Context: an optimization exercise on an open-source flow, tuned for small area, a short achievable clock period and few clock cycles per item. The choices shown serve that exercise and are no tape-out recipe. Power and IR drop assume default switching activity.

== rev 12 ==
// comlynx_arbiter
module comlynx_arbiter (
    input  wire        clk,
    input  wire        rst,         
    input  wire        cmd_valid,
    output reg         cmd_ready,
    input  wire [31:0] cmd_data,
    input  wire        cmd_last,
    output reg         rsp_valid,
    input  wire        rsp_ready,
    output wire [15:0] rsp_data
);
    localparam NN  = 24;
    localparam [4:0] C_NONE    = 5'd0,
                     C_CONF    = 5'd1,
                     C_CONFM   = 5'd2,
                     C_SETIE   = 5'd3,
                     C_SEND    = 5'd4,
                     C_RECV    = 5'd5,
                     C_BRK     = 5'd6,
                     C_RXRDY   = 5'd7,
                     C_TXRDY   = 5'd8,
                     C_TXEMPTY = 5'd9,
                     C_RXBRK   = 5'd10,
                     C_IRQ     = 5'd11,
                     C_SERCTL  = 5'd12,
                     C_HFRM    = 5'd13,
                     C_HOVR    = 5'd14,
                     C_HPAR    = 5'd15,
                     C_HANY    = 5'd16,
                     C_RSTERR  = 5'd17,
                     C_PE      = 5'd18,
  ...
export LEC_CHECK = 0
export CAP_MARGIN = 20
export CORE_MARGIN = 2
export CORE_UTILIZATION = 40
export CTS_BUF_LIST = sky130_fd_sc_hd__clkbuf_8
export SLEW_MARGIN = 20
create_clock -name core_clock -period 10.0 [get_ports {clk}]
standard.sh (not shown) runs the stock make flow with config.mk's settings and CLKGATE_MAP_FILE= SYNTH_SCRIPT=/design/flow/synth_recipe.tcl, a recipe that flattens the netlist after the stock synthesis.
==> flow/flow/run.sh <==
#!/bin/bash
set -euo pipefail
bash standard.sh SETUP_SLACK_MARGIN=6.5 finish > flow_make.log 2>&1
Here is what was changed in the inputs of rev 13 compared with rev 12.
diff --git a/flow/design.v b/flow/design.v
--- a/flow/design.v
+++ b/flow/design.v
@@ -97,21 +97,21 @@
     wire in_hd = (dc == C_SEND) | (dc == C_TXRDY) | (dc == C_TXEMPTY) |
                  (dc == C_IRQ) | (dc == C_SERCTL);
     reg        fx;            
     wire [4:0] k  = a_k;
     wire [5:0] p  = a_p;
     wire [4:0] p5 = p[4:0];
     wire [5:0] p1 = p + 6'd1;
     wire [4:0] t5 = tail[4:0];
     wire [4:0] h5 = head[4:0];
     wire has_next = (p != tail);
-    reg  full;                             
+    wire full     = (tail[5] != head[5]) & (t5 == h5);
     wire tx_ready = ~full;
     wire [7:0] pay = b_pay[p5];
     wire       xp  = b_xp[p5];
     wire       pp  = b_pp[p5];
     wire       recheck = cfg_enabled ? (cfg_even ? pp : ~pp) : cfg_even;
     wire       mism    = has_next & (recheck ^ xp);
     wire       new_xp  = cfg_enabled ? (cfg_even ? a_dp : ~a_dp) : cfg_even;
     reg [31:0] se_k, se_r, ge_h, lt_t;
     always @(*) begin
         for (i = 0; i < 32; i = i + 1) begin
@@ -195,22 +195,20 @@
             end else if (chk) begin
                 acc <= acc_sub;
             end
         end
     end
     wire do_send = exec & c_send & tx_ready;
     wire do_recv = exec & c_recv;
     wire step    = do_recv | fx;                           
     wire snd_adv = do_send & (p == tail);                  
     wire ev1     = step & (p == head) & only_k;
-    wire [5:0] head_n = head + {5'd0, ev_bg | ev1};
-    wire [5:0] tail_n = tail + {5'd0, do_send};
     wire e_ie      = exec & (a_c == C_SETIE);
     wire e_brk_all = exec & (a_c == C_BRK);
     wire e_brk_clr = exec & (a_c == C_RXBRK);
     wire e_err_clr = exec & (a_c == C_RSTERR);
     wire e_ovr_set = exec & c_send & ~tx_ready;
     wire e_par_set = exec & mism & ((a_c == C_RXRDY) | (a_c == C_SERCTL) |
                                     ((a_c == C_IRQ) & rxie_k));
     wire fx_n    = step & own_next;
     always @(posedge clk) begin
         if (rst) begin
@@ -219,33 +217,33 @@
             cfg_even       <= 1'b0;
             fault          <= 3'd0;
             held           <= 1'b0;
             n_ovr  <= {NN{1'b0}};
             n_par  <= {NN{1'b0}};
             n_brk  <= {NN{1'b0}};
             n_rxie <= {NN{1'b0}};
             n_txie <= {NN{1'b0}};
             head   <= 6'd0;
             tail   <= 6'd0;
-            full   <= 1'b0;
             fx     <= 1'b0;
             evp    <= 1'b0;
             for (i = 0; i < NN; i = i + 1)
                 rp[i] <= 6'd0;
         end else begin
             if (first & ~held & nf_any) begin
                 fault <= nf;
                 held  <= 1'b1;
             end
-            head <= head_n;
-            full <= (tail_n[5] != head_n[5]) & (tail_n[4:0] == head_n[4:0]);
-            tail <= tail_n;
+            if (ev_bg | ev1)
+                head <= head + 6'd1;
+            if (do_send)
+                tail <= tail + 6'd1;
             fx  <= fx_n;
             evp <= ev_bg | ev1;
             for (i = 0; i < NN; i = i + 1)
                 if (kdec[i] & rp_we)
                     rp[i] <= rp_wv;
             if (exec) begin
                 case (a_c)
                     C_CONF: begin
                         cfg_configured <= 1'b1;
                         cfg_enabled    <= a_d[1];
@@ -277,21 +275,35 @@
     wire [5:0] rp_wv = step ? p1 : tail + 6'd1;
     wire b_we = a_v & a_first & c_send & ~full;
     always @(posedge clk) begin
         if (b_we) begin
             b_snd[t5]  <= a_k;
             b_pay[t5]  <= a_d[7:0];
             b_xp[t5]   <= new_xp;
             b_pp[t5]   <= a_dp;
         end
     end
-    wire [5:0] rp_node = rp[node];
+    reg [5:0] rp_g [0:5];
+    reg [5:0] rp_node;
+    always @(*) begin
+        for (i = 0; i < 6; i = i + 1)
+            rp_g[i] = rp[4 * i + node[1:0]];
+        rp_node = rp_g[0];
+        case (node[4:2])
+            3'd1: rp_node = rp_g[1];
+            3'd2: rp_node = rp_g[2];
+            3'd3: rp_node = rp_g[3];
+            3'd4: rp_node = rp_g[4];
+            3'd5: rp_node = rp_g[5];
+            default: rp_node = rp_g[0];
+        endcase
+    end
     wire       in_raw  = ~(rp_we & (node == k));   
     wire [5:0] a_p_alt = fx_n ? p1 :
                          fx   ? ((a_ks == k) ? p1 : a_ps) :
                          fire ? rp_wv : a_p;
     always @(posedge clk) begin
         if (rst) begin
             in_tr <= 1'b0;
             a_v   <= 1'b0;
         end else begin
             if (fire)
Notes after the runs:
Rev 13 | stages: all done | timing, DRC, antenna: all pass. Side by side, clock skew turned out higher in rev 13 than in rev 12. Compared with rev 12, in rev 13 endpoint arrival time on the critical path fell by 160 ps; global-route track usage on met3 decreased 1.5 points. Between rev 13 and rev 12, the difference in combinational group share of total power is negligible. The average detailed-routed wire length per instance in rev 13 sits 1.8 um below the value recorded for rev 12. Compared with rev 12, rev 13 shows number of nets in the finished design lower by 178.
Function was not checked in any run of this note: the RTL went through the layout flow alone.

port drivers added, routing unchanged:
Ports are ideal in the flow. The routed layouts listed here were re-timed in OpenROAD.
Step 1 (the two cells are an assumption about what drives the block):
set clk [get_ports {clk}]
set_driving_cell -lib_cell sky130_fd_sc_hd__clkbuf_16 $clk
set_driving_cell -lib_cell sky130_fd_sc_hd__buf_2 [delete_from_list [all_inputs] $clk]
Step 2, shift: input delay + t, output delay - t, t = (earliest + latest rising clock arrival at the registers) / 2. This alone moves slack from input paths to output paths.
a / b / c = no drivers / after step 1 / after step 2; a / b = the first two.
| run | t, ns | setup WS [ns] | latest minus earliest clock arrival (ns) | cell pins on the clock port's net |
|---|---|---|---|---|
| rev 12 | 0.919 | 6.353 / 6.353 / 5.581 | 0.042 / 0.042 | 1 |
| rev 13 | 0.902 | 6.533 / 6.512 / 5.678 | 0.056 / 0.056 | 1 |
After both steps every run listed still meets setup and hold. For rev 13, which loses most, drivers alone change the setup slack by -0.021 ns; drivers and shift together by -0.855 ns.
